Source: an optimization exercise on an open RTL-to-GDS flow (aim: small area, a short achievable clock period and few clock cycles). Production flows keep margins and buffers that such runs may drop.
The RTL was checked by simulation tests, not by an equivalence proof against the original design.

// ssdv_huffdec
module ssdv_huffdec(clk, rst, in_valid, in_ready, in_start, in_byte, out_valid, out_ready, out_kind, out_comp, out_k, out_val);
Size in the first run: ~1,600 cells after synthesis, roughly 37 I/O pins, ~10,000 um^2 of cells after synthesis.
Settings: LEC_CHECK=0, ABC_AREA=1, CAP_MARGIN=20, CORE_MARGIN=2, CORE_UTILIZATION=45, CTS_BUF_LIST=sky130_fd_sc_hd__clkbuf_4 sky130_fd_sc_hd__clkbuf_8, PLACE_DENSITY=0.6, SETUP_SLACK_MARGIN=1.0, SLEW_MARGIN=20, SYNTH_MEMORY_MAX_BITS=65536; clock period 8.0 ns.
run.sh (not shown) runs the stock make flow with config.mk's settings and CLKGATE_MAP_FILE= SYNTH_SCRIPT=/design/flow/synth_recipe.tcl, a recipe that flattens the netlist after the stock synthesis.
Testbench counts at the start, summed over its fixed seeds: cycles 11,360.
Rerun with:
Settings changed: SETUP_SLACK_MARGIN 1.0 to default.
- The changed run completed with no timing, DRC or antenna violations
- cell area is lower by 2.0%
- via count is lower by 1.4%
- count of clock-buffer cells in the layout stays the same
- global-route usage barely changes
- worst setup slack degrades by 810 ps
Rerun with:
Settings changed: SETUP_SLACK_MARGIN from default to 2.0.
=> The changed run passed the timing, DRC and antenna checks; wire length increases by 6.5%; hold slack barely changes; setup slack gets better by 1400 ps.

---

Setup of red:
Another version of the RTL of ssdv_huffdec (not shown whole).
Size in the first run: about 2000 cells after synthesis, about 83 flip-flops, about 37 I/O pins, ~11000 um^2 of cells after synthesis.
==> flow/config.mk <==
export PLATFORM = sky130hd
export DESIGN_NAME = ssdv_huffdec
export DESIGN_NICKNAME = ssdv_huffdec
export VERILOG_FILES = /design/flow/design.v
export SDC_FILE = /design/flow/constraint.sdc
export NUM_CORES = 4
export LEC_CHECK = 0
export ABC_AREA = 1
export CAP_MARGIN = 20
export CORE_MARGIN = 2
export CORE_UTILIZATION = 40
export PLACE_DENSITY = 0.6
export SLEW_MARGIN = 20
export SYNTH_MEMORY_MAX_BITS = 65536
==> flow/constraint.sdc <==
create_clock -name core_clock -period 8.0 [get_ports {clk}]
set_input_delay 1.6000 -clock core_clock [delete_from_list [all_inputs] [get_ports {clk}]]
set_output_delay 1.6000 -clock core_clock [all_outputs]
set_load 0.01 [all_outputs]
Testbench counts of red, summed over its fixed seeds: cycles 11,360.
Inputs modified between red and blue:
Settings: SETUP_SLACK_MARGIN now 2.5, previously not set.
Findings:
Changes observed in blue relative to red: number of standard cells in the final layout excluding fillers saw an increase; headroom to the max-slew limit saw an increase; buffering stage count on the worst path with inverters included saw an increase. Compared with red, blue shows hold slack higher by 0.0079 ns. Worst setup slack for blue is higher than for red. blue reports its highest-delay cell along the critical path as sky130_fd_sc_hd__dfxtp_4 while red reports sky130_fd_sc_hd__dfxtp_1. Diff red -> blue: clock skew ~0 delta; final standard cell area without fillers went up 26%. Sequential share of layout area: blue < red. Max final standard cell utilization of the core across blue and red: blue. The final-layout non-clock buffer area share of blue exceeds that of red by 8.5 points.
[inputs] green vs blue
Settings: CORE_UTILIZATION changed from 40 to 60; SETUP_SLACK_MARGIN removed (was 2.5); CTS_BUF_LIST newly set to sky130_fd_sc_hd__clkbuf_4 sky130_fd_sc_hd__clkbuf_8; PLACE_DENSITY changed from 0.6 to 0.75.
- Going from blue to green, clock tree cell share of total cell area went down 0.31 points, count of nets after finishing shows a reduction of 153, routed wire length went down by about 17%.
- blue fits on a die that is larger than the die of green.
- Of blue and green, the run reporting the lower final worst-path cycle share was blue.
- Changes observed in green relative to blue: worst setup slack now smaller; worst hold slack +0.0083 ns.

---

== P ==
Another version of the RTL of ssdv_huffdec (not shown whole).
For scale: roughly 1,500 cells after synthesis, about 84 flip-flops, roughly 9700 um2 of cells after synthesis.
// ssdv_huffdec
module ssdv_huffdec(clk, rst, in_valid, in_ready, in_start, in_byte, out_valid, out_ready, out_kind, out_comp, out_k, out_val);
export LEC_CHECK = 0
export ABC_AREA = 1
export CAP_MARGIN = 20
export CORE_MARGIN = 2
export CORE_UTILIZATION = 45
export CTS_BUF_LIST = sky130_fd_sc_hd__clkbuf_4 sky130_fd_sc_hd__clkbuf_8
export PLACE_DENSITY = 0.6
export SETUP_SLACK_MARGIN = 1.0
export SLEW_MARGIN = 20
export SYNTH_MEMORY_MAX_BITS = 65536
create_clock -name core_clock -period 8.0 [get_ports {clk}]
Testbench counts of P, summed over its fixed seeds: cycles 11,360.
Input changes introduced in T (baseline for comparison: P):
--- a/flow/config.mk
+++ b/flow/config.mk
@@ -12,5 +12,4 @@
 export CTS_BUF_LIST = sky130_fd_sc_hd__clkbuf_4 sky130_fd_sc_hd__clkbuf_8
 export PLACE_DENSITY = 0.6
-export SETUP_SLACK_MARGIN = 1.0
 export SLEW_MARGIN = 20
 export SYNTH_MEMORY_MAX_BITS = 65536
==> comparison <==
- Fraction of area in registers ends up higher on T.
- Max area overhead of the layout relative to synthesis across T and P: P
- Changes observed in T relative to P: via count has remained practically unchanged, fraction of standard cell area in multi-input logic has increased, post-placement setup slack has remained practically unchanged.
- In the flow results for T and P, the final worst slack is smaller on T.
- In the metrics for T and P, the one carrying the higher final core utilization is P.
- On routed wire length, T and P are basically level.

---

Another version of the RTL of ssdv_huffdec (not shown whole).
Size: about 1500 cells after synthesis, ~9400 um^2 of cells after synthesis.
==> flow/design.v (excerpt) <==
module ssdv_huffdec(clk, rst, in_valid, in_ready, in_start, in_byte, out_valid, out_ready, out_kind, out_comp, out_k, out_val);
export LEC_CHECK = 0
export ABC_AREA = 1
export CAP_MARGIN = 20
export CORE_MARGIN = 2
export CORE_UTILIZATION = 50
export CTS_BUF_LIST = sky130_fd_sc_hd__clkbuf_4 sky130_fd_sc_hd__clkbuf_8
export PLACE_DENSITY = 0.65
export SETUP_SLACK_MARGIN = 1.2
export SLEW_MARGIN = 20
export SYNTH_MEMORY_MAX_BITS = 65536
create_clock -name core_clock -period 8.0 [get_ports {clk}]
Testbench counts at the start, summed over its fixed seeds: cycles 11,360.
==> next run, changes <==
- CORE_UTILIZATION: 50 -> 45
- PLACE_DENSITY: 0.65 -> 0.6
- SETUP_SLACK_MARGIN: 1.2 -> 1.5
=> The new run finished clean; synthesized area does not change; core utilization came out lower by 2.6 points; fmax climbs by a few percent.
==> next run, changes <==
- GPL_TIMING_DRIVEN: not set -> 0
- SETUP_SLACK_MARGIN: 1.5 -> 1.2
What happened: Global-route usage rises by 0.59 points; final cell count is about the same; register-to-register slack got worse by 0.40 ns; via count barely changes; die area stays the same; cell area falls by 1.5%; routed wire length barely changes; synthesized area stays the same.
==> next run, changes <==
- GPL_TIMING_DRIVEN: 0 -> not set
- SETUP_SLACK_MARGIN: 1.2 -> 1.0
The changed run finished clean.
Worst setup slack gains 0.057 ns.
Design area is lower by a few percent.
Wire length is lower by a few percent.
Synthesized cell count stays the same.
Worst hold slack gains 0.0065 ns.
Via count is lower by a few percent.
Cell count is lower slightly.
Die area does not change.

[afterwards: timing with drivers on the ports]
Ports are ideal in the flow. The routed layouts listed here were re-timed in OpenROAD. Step 1, drivers: a clkbuf_16 drives clk and a buf_2 each remaining input, both assumed. Step 2 also shifts input and output timing later by t, the mid clock arrival at the registers, as if the neighbouring blocks saw the same clock. Three values: ideal ports, drivers, drivers and shift; two values: the first two.
| run | t, ns | setup slack, ns | hold slack, ns | worst register clock-pin slew, ns | worst data-port slew with drivers (ns) |
|---|---|---|---|---|---|
| the first run of note 1 | 0.405 | 1.377 / 1.377 / 1.377 | 0.486 / 0.486 / 0.486 | 0.12 / 0.12 | 0.03 |
| the second run of note 1 | 0.405 | 0.567 / 0.567 / 0.567 | 0.483 / 0.483 / 0.483 | 0.12 / 0.12 | 0.03 |
| the third run of note 1 | 0.405 | 1.982 / 1.982 / 1.982 | 0.485 / 0.485 / 0.485 | 0.12 / 0.12 | 0.03 |
| red | 0.405 | 0.808 / 0.808 / 0.808 | 0.483 / 0.483 / 0.483 | 0.08 / 0.08 | 0.04 |
| blue | 0.411 | 2.405 / 2.405 / 2.405 | 0.491 / 0.491 / 0.491 | 0.08 / 0.08 | 0.03 |
| green | 0.426 | 0.725 / 0.725 / 0.725 | 0.500 / 0.500 / 0.500 | 0.12 / 0.12 | 0.03 |
| P | 0.424 | 1.441 / 1.441 / 1.441 | 0.477 / 0.477 / 0.477 | 0.11 / 0.11 | 0.04 |
| T | 0.429 | 0.842 / 0.842 / 0.842 | 0.480 / 0.480 / 0.480 | 0.11 / 0.11 | 0.04 |
| the first run of note 4 | 0.435 | 1.521 / 1.521 / 1.521 | 0.482 / 0.482 / 0.482 | 0.12 / 0.12 | 0.04 |
| the second run of note 4 | 0.441 | 1.866 / 1.866 / 1.866 | 0.481 / 0.481 / 0.481 | 0.11 / 0.11 | 0.03 |
| the third run of note 4 | 0.429 | 1.464 / 1.464 / 1.464 | 0.474 / 0.474 / 0.474 | 0.12 / 0.12 | 0.03 |
| the fourth run of note 4 | 0.433 | 1.521 / 1.521 / 1.521 | 0.481 / 0.481 / 0.481 | 0.11 / 0.11 | 0.03 |
After both steps setup and hold are still met in every run listed.
